Source: an optimization exercise on an open RTL-to-GDS flow (aim: small area). Production flows keep margins and buffers that such runs may drop.
At most, simulation tests tie the RTL to the original design; equivalence was not proved.
Power is estimated from default activity; no workload was simulated.

==> try-willow: inputs <==
==> flow/design.v (excerpt) <==
module sde_top (
    input  wire        clk,
    input  wire        rst,
    input  wire        bus_valid,
    input  wire        bus_write,
    input  wire [7:0]  bus_addr,
    input  wire [1:0]  bus_size,      
    input  wire [31:0] bus_wdata,
    output wire        bus_ready,
    output reg         bus_rvalid,
    output reg  [31:0] bus_rdata,
    input  wire [31:0] int_st,        
    output reg         pwm_valid,
    output reg  [3:0]  pwm_op,
    output wire [1:0]  pwm_ph,
    output reg  [31:0] pwm_data,
    input  wire [11:0] adc_raw,
    output reg         adc_valid,
    output reg  [1:0]  adc_op,
    input  wire [63:0] now_us
);
==> module sde_sample_due, before the edit <==
module sde_sample_due (
    input  wire [63:0] now,
    input  wire [63:0] nlast,
    output wire        due
);
    wire t1 = ~(now[0] ^ nlast[0]);
    wire t2 = now[0] | nlast[0];
    wire t3, t4;
    sde_fa u_t3 (.a(now[1]), .b(nlast[1]), .c(t2), .s(t3), .co(t4));
    wire t5, t6;
    sde_fa u_t5 (.a(now[2]), .b(nlast[2]), .c(t4), .s(t5), .co(t6));
    wire t7, t8;
    sde_fa u_t7 (.a(now[3]), .b(nlast[3]), .c(t6), .s(t7), .co(t8));
    wire t9, t10;
    sde_fa u_t9 (.a(now[4]), .b(nlast[4]), .c(t8), .s(t9), .co(t10));
    wire t11, t12;
    sde_fa u_t11 (.a(now[5]), .b(nlast[5]), .c(t10), .s(t11), .co(t12));
    wire t13, t14;
    sde_fa u_t13 (.a(now[6]), .b(nlast[6]), .c(t12), .s(t13), .co(t14));
    wire t15, t16;
    sde_fa u_t15 (.a(now[7]), .b(nlast[7]), .c(t14), .s(t15), .co(t16));
    wire t17, t18;
    sde_fa u_t17 (.a(now[8]), .b(nlast[8]), .c(t16), .s(t17), .co(t18));
    wire t19, t20;
    sde_fa u_t19 (.a(now[9]), .b(nlast[9]), .c(t18), .s(t19), .co(t20));
    wire t21, t22;
    sde_fa u_t21 (.a(now[10]), .b(nlast[10]), .c(t20), .s(t21), .co(t22));
    wire t23, t24;
    sde_fa u_t23 (.a(now[11]), .b(nlast[11]), .c(t22), .s(t23), .co(t24));
    wire t25, t26;
    sde_fa u_t25 (.a(now[12]), .b(nlast[12]), .c(t24), .s(t25), .co(t26));
    wire t27, t28;
    sde_fa u_t27 (.a(now[13]), .b(nlast[13]), .c(t26), .s(t27), .co(t28));
    wire t29, t30;
    sde_fa u_t29 (.a(now[14]), .b(nlast[14]), .c(t28), .s(t29), .co(t30));
    wire t31, t32;
    sde_fa u_t31 (.a(now[15]), .b(nlast[15]), .c(t30), .s(t31), .co(t32));
    wire t33, t34;
    sde_fa u_t33 (.a(now[16]), .b(nlast[16]), .c(t32), .s(t33), .co(t34));
    wire t35, t36;
    sde_fa u_t35 (.a(now[17]), .b(nlast[17]), .c(t34), .s(t35), .co(t36));
    wire t37, t38;
    sde_fa u_t37 (.a(now[18]), .b(nlast[18]), .c(t36), .s(t37), .co(t38));
    wire t39, t40;
    sde_fa u_t39 (.a(now[19]), .b(nlast[19]), .c(t38), .s(t39), .co(t40));
    wire [19:0] diff_lo = {t39, t37, t35, t33, t31, t29, t27, t25, t23, t21, t19, t17, t15, t13, t11, t9, t7, t5, t3, t1};
    wire [63:21] z;
    genvar gi;
    generate for (gi = 21; gi < 64; gi = gi + 1) begin : g_z
        sde_zbit u_z (.a(now[gi]), .b(nlast[gi]), .pa(now[gi-1]), .pb(nlast[gi-1]), .z(z[gi]));
    end endgenerate
    wire hi_zero = ((now[20] ^ nlast[20]) == t40) && (z == 43'd0);
    assign due = !(hi_zero && (diff_lo <= 20'd1000000));
endmodule
==> module sde_zbit, before the edit <==
module sde_zbit (input wire a, input wire b, input wire pa, input wire pb, output wire z);
    assign z = (a ^ b) ^ (pa | pb);
endmodule
clock: 24.0 ns
lec_check: 0
cap_margin: 10
core_margin: 2
core_utilization: 60
slew_margin: 10
synth_hierarchical: 1
buffer_ports_args: -buffer_cell sky130_fd_sc_hd__buf_1
cts_args: -sink_clustering_enable -repair_clock_nets -sink_clustering_size 16 -sink_clustering_max_diameter 50 -buf_list sky130_fd_sc_hd__clkbuf_8 -dont_use_dummy_load
standard.sh (not shown) runs the stock make flow with config.mk's settings and CLKGATE_MAP_FILE= SYNTH_SCRIPT=/design/flow/synth_recipe.tcl, a recipe that flattens the netlist after the stock synthesis.
==> flow/flow/run.sh <==
#!/bin/bash
# The standard layout (the standard.sh on ORFS, standard synthesis
# unchanged) with two changes to how the layout is made:
#  - the buffers that global placement puts on every input and output port
#    are the smallest buffer cell instead of ORFS's default choice;
#  - clock tree synthesis uses small clock buffers with small sink clusters
#    and inserts no dummy loads.
# Each tool's full output goes to the ORFS logs under orfs/logs and to
# standard.log here.
set -euo pipefail
cat >> config.mk <<'MK'
export BUFFER_PORTS_ARGS = -buffer_cell sky130_fd_sc_hd__buf_1
export CTS_ARGS = -sink_clustering_enable -repair_clock_nets -sink_clustering_size 16 -sink_clustering_max_diameter 50 -buf_list sky130_fd_sc_hd__clkbuf_8 -dont_use_dummy_load
MK
bash standard.sh > standard.log 2>&1
==> try-cedar (differences from try-willow) <==
--- a/flow/design.v
+++ b/flow/design.v
@@ -698,17 +698,11 @@
     wire t39, t40;
     sde_fa u_t39 (.a(now[19]), .b(nlast[19]), .c(t38), .s(t39), .co(t40));
     wire [19:0] diff_lo = {t39, t37, t35, t33, t31, t29, t27, t25, t23, t21, t19, t17, t15, t13, t11, t9, t7, t5, t3, t1};
-    wire [63:21] z;
-    genvar gi;
-    generate for (gi = 21; gi < 64; gi = gi + 1) begin : g_z
-        sde_zbit u_z (.a(now[gi]), .b(nlast[gi]), .pa(now[gi-1]), .pb(nlast[gi-1]), .z(z[gi]));
-    end endgenerate
-    wire hi_zero = ((now[20] ^ nlast[20]) == t40) && (z == 43'd0);
+    wire [63:20] p = now[63:20] ^ nlast[63:20];
+    wire [63:21] k = now[62:20] | nlast[62:20];
+    wire hi_zero = (p[20] == t40) && ((p[63:21] ^ k[63:21]) == 43'd0);
     assign due = !(hi_zero && (diff_lo <= 20'd1000000));
 endmodule
-module sde_zbit (input wire a, input wire b, input wire pa, input wire pb, output wire z);
-    assign z = (a ^ b) ^ (pa | pb);
-endmodule
 module sde_fa (input wire a, input wire b, input wire c, output wire s, output wire co);
     assign s  = a ^ b ^ c;
     assign co = (a & b) | (a & c) | (b & c);
==> flow/run.sh (new file) <==
#!/bin/bash
# synth_recipe.tcl (not shown) runs the flow's synth.tcl, then flattens the netlist and writes it again
# the make line also repeats each setting of config.mk as NAME=value (left out here)
make -C /OpenROAD-flow-scripts/flow DESIGN_CONFIG=/design/flow/config.mk WORK_HOME=/design/flow/orfs CLKGATE_MAP_FILE= SYNTH_SCRIPT=/design/flow/synth_recipe.tcl finish
Settings changed: BUFFER_PORTS_ARGS -buffer_cell sky130_fd_sc_hd__buf_1 to not set, CAP_MARGIN 10 to 20, CORE_UTILIZATION 60 to 40, CTS_ARGS -sink_clustering_enable -repair_clock_nets -sink_clustering_size 16 -sink_clustering_max_diameter 50 -buf_list sky130_fd_sc_hd__clkbuf_8 -dont_use_dummy_load to not set, SLEW_MARGIN 10 to 20.
removed: flow/flow/run.sh
removed: flow/standard.sh
==> notes <==
Against try-willow, the clock skew of try-cedar is lower by 0.086 ns. Sequential share of layout area: try-cedar is lower than try-willow (3.9 points). Against try-cedar, the fmax of try-willow is larger by about 0.8%. Combinational power is about the same in try-cedar and try-willow. Against try-willow, the final cell count of try-cedar is larger by about 12%. Clock power: try-willow is smaller than try-cedar (about 46%). In try-cedar the global-route usage is lower than in try-willow, by 12 points. Between try-cedar and try-willow, the lower worst setup slack is in try-cedar (gap 0.19 ns). Of try-cedar and try-willow, try-cedar has the higher clock-buffer cell count (gap 27). Against try-willow, the sequential power of try-cedar is larger by about 0.5%.
==> figures <==
| item | try-cedar | try-willow |
|---|---|---|
| Top Layer Used | met4 | met5 |
| Worst R2R Start | ph[1]$_DFFE_PP_ | ph[0]$_DFFE_PP_ |
| Placeable core region | 65500 um2 | 43000 um2 |
| Internal power | 1690 uW | 1400 uW |
| Die height | 261 um | 212 um |
| Reg2Reg Capture Point | duty0[14]$_DFFE_PP_ | duty1[14]$_DFFE_PP_ |
| Final period demand of the worst path | 23.07 ns | 22.88 ns |
| Crit path depth | 38 | 40 |
| Met2 wire length | 47400 um | 42000 um |
| Post-Syn Area | 26400 um2 | 26100 um2 |
| Outcome | timing/DRC/antenna clean | timing/DRC/antenna clean |
| Std-Cell Rows | 94 | 76 |
| Horizontal die dimension | 261 um | 212 um |
| Via-per-instance ratio | 6.43 | 7.14 |
| Post-route core utilization | 0.473 | 0.648 |
| Clk tree area frac | 0.0476 | 0.0203 |
| Post-synthesis average cell area | 10.6 um2 | 10.6 um2 |
| Power in sequential cells | 804 uW | 800 uW |
| Relative contribution of the clock network to total power | 0.245 | 0.149 |
| Buffer count excluding the clock tree in the final layout | 298 | 290 |
| Reg power frac | 0.277 | 0.312 |
| Met3 GRT Util | 0.0551 | 0.101 |
The RTL of try-cedar was laid out without a check of its function.

---

==> inputs of trial 59 <==
sde_top, a different RTL version from the one above (not shown whole).
export LEC_CHECK = 0
export CAP_MARGIN = 20
export CORE_MARGIN = 2
export CORE_UTILIZATION = 60
export SLEW_MARGIN = 20
export SYNTH_HIERARCHICAL = 1
export BUFFER_PORTS_ARGS = -buffer_cell sky130_fd_sc_hd__buf_1
export CTS_ARGS = -sink_clustering_enable -repair_clock_nets -sink_clustering_size 9 -sink_clustering_max_diameter 40 -buf_list sky130_fd_sc_hd__clkbuf_4 -dont_use_dummy_load
create_clock -name core_clock -period 24.0 [get_ports {clk}]
==> flow/flow/run.sh <==
#!/bin/bash
# The standard layout (the standard.sh on ORFS, standard synthesis
# unchanged) with two changes to how the layout is made:
#  - the buffers that global placement puts on every input and output port
#    are the smallest buffer cell instead of ORFS's default choice;
#  - clock tree synthesis uses small clock buffers with small sink clusters
#    and inserts no dummy loads.
# Each tool's full output goes to the ORFS logs under orfs/logs and to
# standard.log here.
set -euo pipefail
cat >> config.mk <<'MK'
export BUFFER_PORTS_ARGS = -buffer_cell sky130_fd_sc_hd__buf_1
export CTS_ARGS = -sink_clustering_enable -repair_clock_nets -sink_clustering_size 9 -sink_clustering_max_diameter 40 -buf_list sky130_fd_sc_hd__clkbuf_4 -dont_use_dummy_load
MK
bash standard.sh > standard.log 2>&1
==> trial 69: changes against trial 59 <==
--- a/flow/design.v
+++ b/flow/design.v
@@ -830,15 +830,10 @@
     sde_sample_due u_due (
         .now   (now_us),
         .nlast (nlast),
         .due   (sample_due)
     );
-    wire       norm_top = &adc_raw[11:8];
-    wire [8:0] norm_inc = {1'b0, adc_raw[7:0]} + 9'd1;
-    wire [2:0] norm_q   = adc_raw[11:9] + {2'b0, adc_raw[8]};
-    wire [15:0] norm_scale = norm_top ? {norm_inc[8], {4{~norm_inc[8]}}, norm_inc[7:0], 3'b000}
-                                      : {1'b0, adc_raw, norm_q};
     wire [5:0] cursor_next = (cursor_ph == 6'd32) ? 6'd0 : cursor_ph + 6'd1;
     wire bus_legal   = (bus_size == 2'd2) && (bus_addr[1:0] == 2'b00);
     wire is_cmd_wr   = bus_valid && bus_write && bus_legal && (bus_addr == 8'h10);
     wire engine_free = st_idle && !irq;
     wire cmd_accept  = is_cmd_wr && engine_free;
@@ -968,11 +963,11 @@
         if (state == S_ISR_E) isr_m <= int_st;
         if (bus_fire && bus_write && bus_legal && bus_addr == 8'h14) arg <= bus_wdata;
         if (cmd_accept && c_op == 4'h1 && c_err == 9'd0) result <= law_duty;
         if (state == S_UPD0) scale <= scale_in[15:0];
         if (state == S_SREAD)
-            scale_in <= {1'b0, norm_scale};
+            scale_in <= {2'b0, adc_raw, 3'd0} + {12'd0, ({1'b0, adc_raw[11:8]} + 5'd1) >> 1};
         else if (cmd_accept && c_op == 4'h6 && c_err == 9'd0)
             scale_in <= {1'b0, c_imm};
         else if (st_updf)
             scale_in <= law_triple;
     end
--- a/flow/flow/run.sh
+++ b/flow/flow/run.sh
@@ -8,8 +8,8 @@
 # Each tool's full output goes to the ORFS logs under orfs/logs and to
 # standard.log here.
 set -euo pipefail
 cat >> config.mk <<'MK'
 export BUFFER_PORTS_ARGS = -buffer_cell sky130_fd_sc_hd__buf_1
-export CTS_ARGS = -sink_clustering_enable -repair_clock_nets -sink_clustering_size 9 -sink_clustering_max_diameter 40 -buf_list sky130_fd_sc_hd__clkbuf_4 -dont_use_dummy_load
+export CTS_ARGS = -sink_clustering_enable -repair_clock_nets -sink_clustering_size 10 -sink_clustering_max_diameter 40 -buf_list sky130_fd_sc_hd__clkbuf_4 -dont_use_dummy_load
 MK
 bash standard.sh > standard.log 2>&1
- CTS_ARGS: -sink_clustering_enable -repair_clock_nets -sink_clustering_size 9 -sink_clustering_max_diameter 40 -buf_list sky130_fd_sc_hd__clkbuf_4 -dont_use_dummy_load -> -sink_clustering_enable -repair_clock_nets -sink_clustering_size 10 -sink_clustering_max_diameter 40 -buf_list sky130_fd_sc_hd__clkbuf_4 -dont_use_dummy_load
==> qor summary <==
|  | trial 59 | trial 69 |
|---|---|---|
| Run status | complete, no violations | complete, no violations |
| Smallest setup slack after layout | 1076 ps | 1171 ps |
| Share of final-layout standard cells stronger than drive strength 1 | 0.06374 | 0.06639 |
| End point of the most critical hold path | scale[7] | bus_rdata[13] |
| Sequential portion of the cell area | 0.3885 | 0.3856 |
| Fin area | 0.02749 mm2 | 0.02772 mm2 |
| Vias in the first global route | 21530 | 21560 |
| Portion of the layout cell area used by non-clock buffers | 0.04588 | 0.04766 |
| Setup Skew | 139.2 ps | 167.6 ps |
| Leakage power | 9.037 nW | 9.261 nW |
| Inverters excl. clock | 103 | 110 |
| Max layer used | met4 | met5 |
| Vias | 22790 | 22870 |
| Clock latency on the worst-skew pair | 850 ps | 890 ps |
| Clock distribution area overhead in the final layout | 0.01884 | 0.01571 |
| Instance count of the mapped netlist | 2448 | 2455 |
| Syn-to-layout area delta | 6.387% | 6.356% |
| Die area | 0.04474 mm2 | 0.04512 mm2 |
| Mean routed wirelength per cell | 29.73 um | 29.98 um |
| Multi-input gate share of the layout cell area | 0.5076 | 0.5093 |
| Reg2reg setup slack | 9320 ps | 9170 ps |

-- separate check: timing with driven ports --
In the flow no input, the clock included, has a driving cell. The finished layouts below were timed again as built, in two steps. Step 1 assumes that a clkbuf_16 drives the clock port and a buf_2 every other input. Step 2 adds t to the input delays and takes it off the output delays; t is the mean of the earliest and latest rising clock arrival at the registers after step 1. Input paths then give back, and output paths get back, about the clock's delay inside the block. Slacks: no drivers / after step 1 / after step 2; pairs: no drivers / after step 1.
run	t, ns	slack for setup (ns)	worst setup path at the end	worst data-port slew with drivers (ns)
try-willow	0.654	1.118 / 1.096 / 1.096	input to output	0.08
try-cedar	0.648	0.929 / 0.905 / 0.905	input to output	0.07
trial 59	0.836	1.076 / 1.051 / 1.051	input to output	0.07
trial 69	0.863	1.171 / 1.148 / 1.148	input to output	0.08
After both steps setup and hold are still met in every run listed. For trial 59, which loses most, drivers alone change the setup slack by -0.025 ns; drivers and shift together by -0.025 ns.
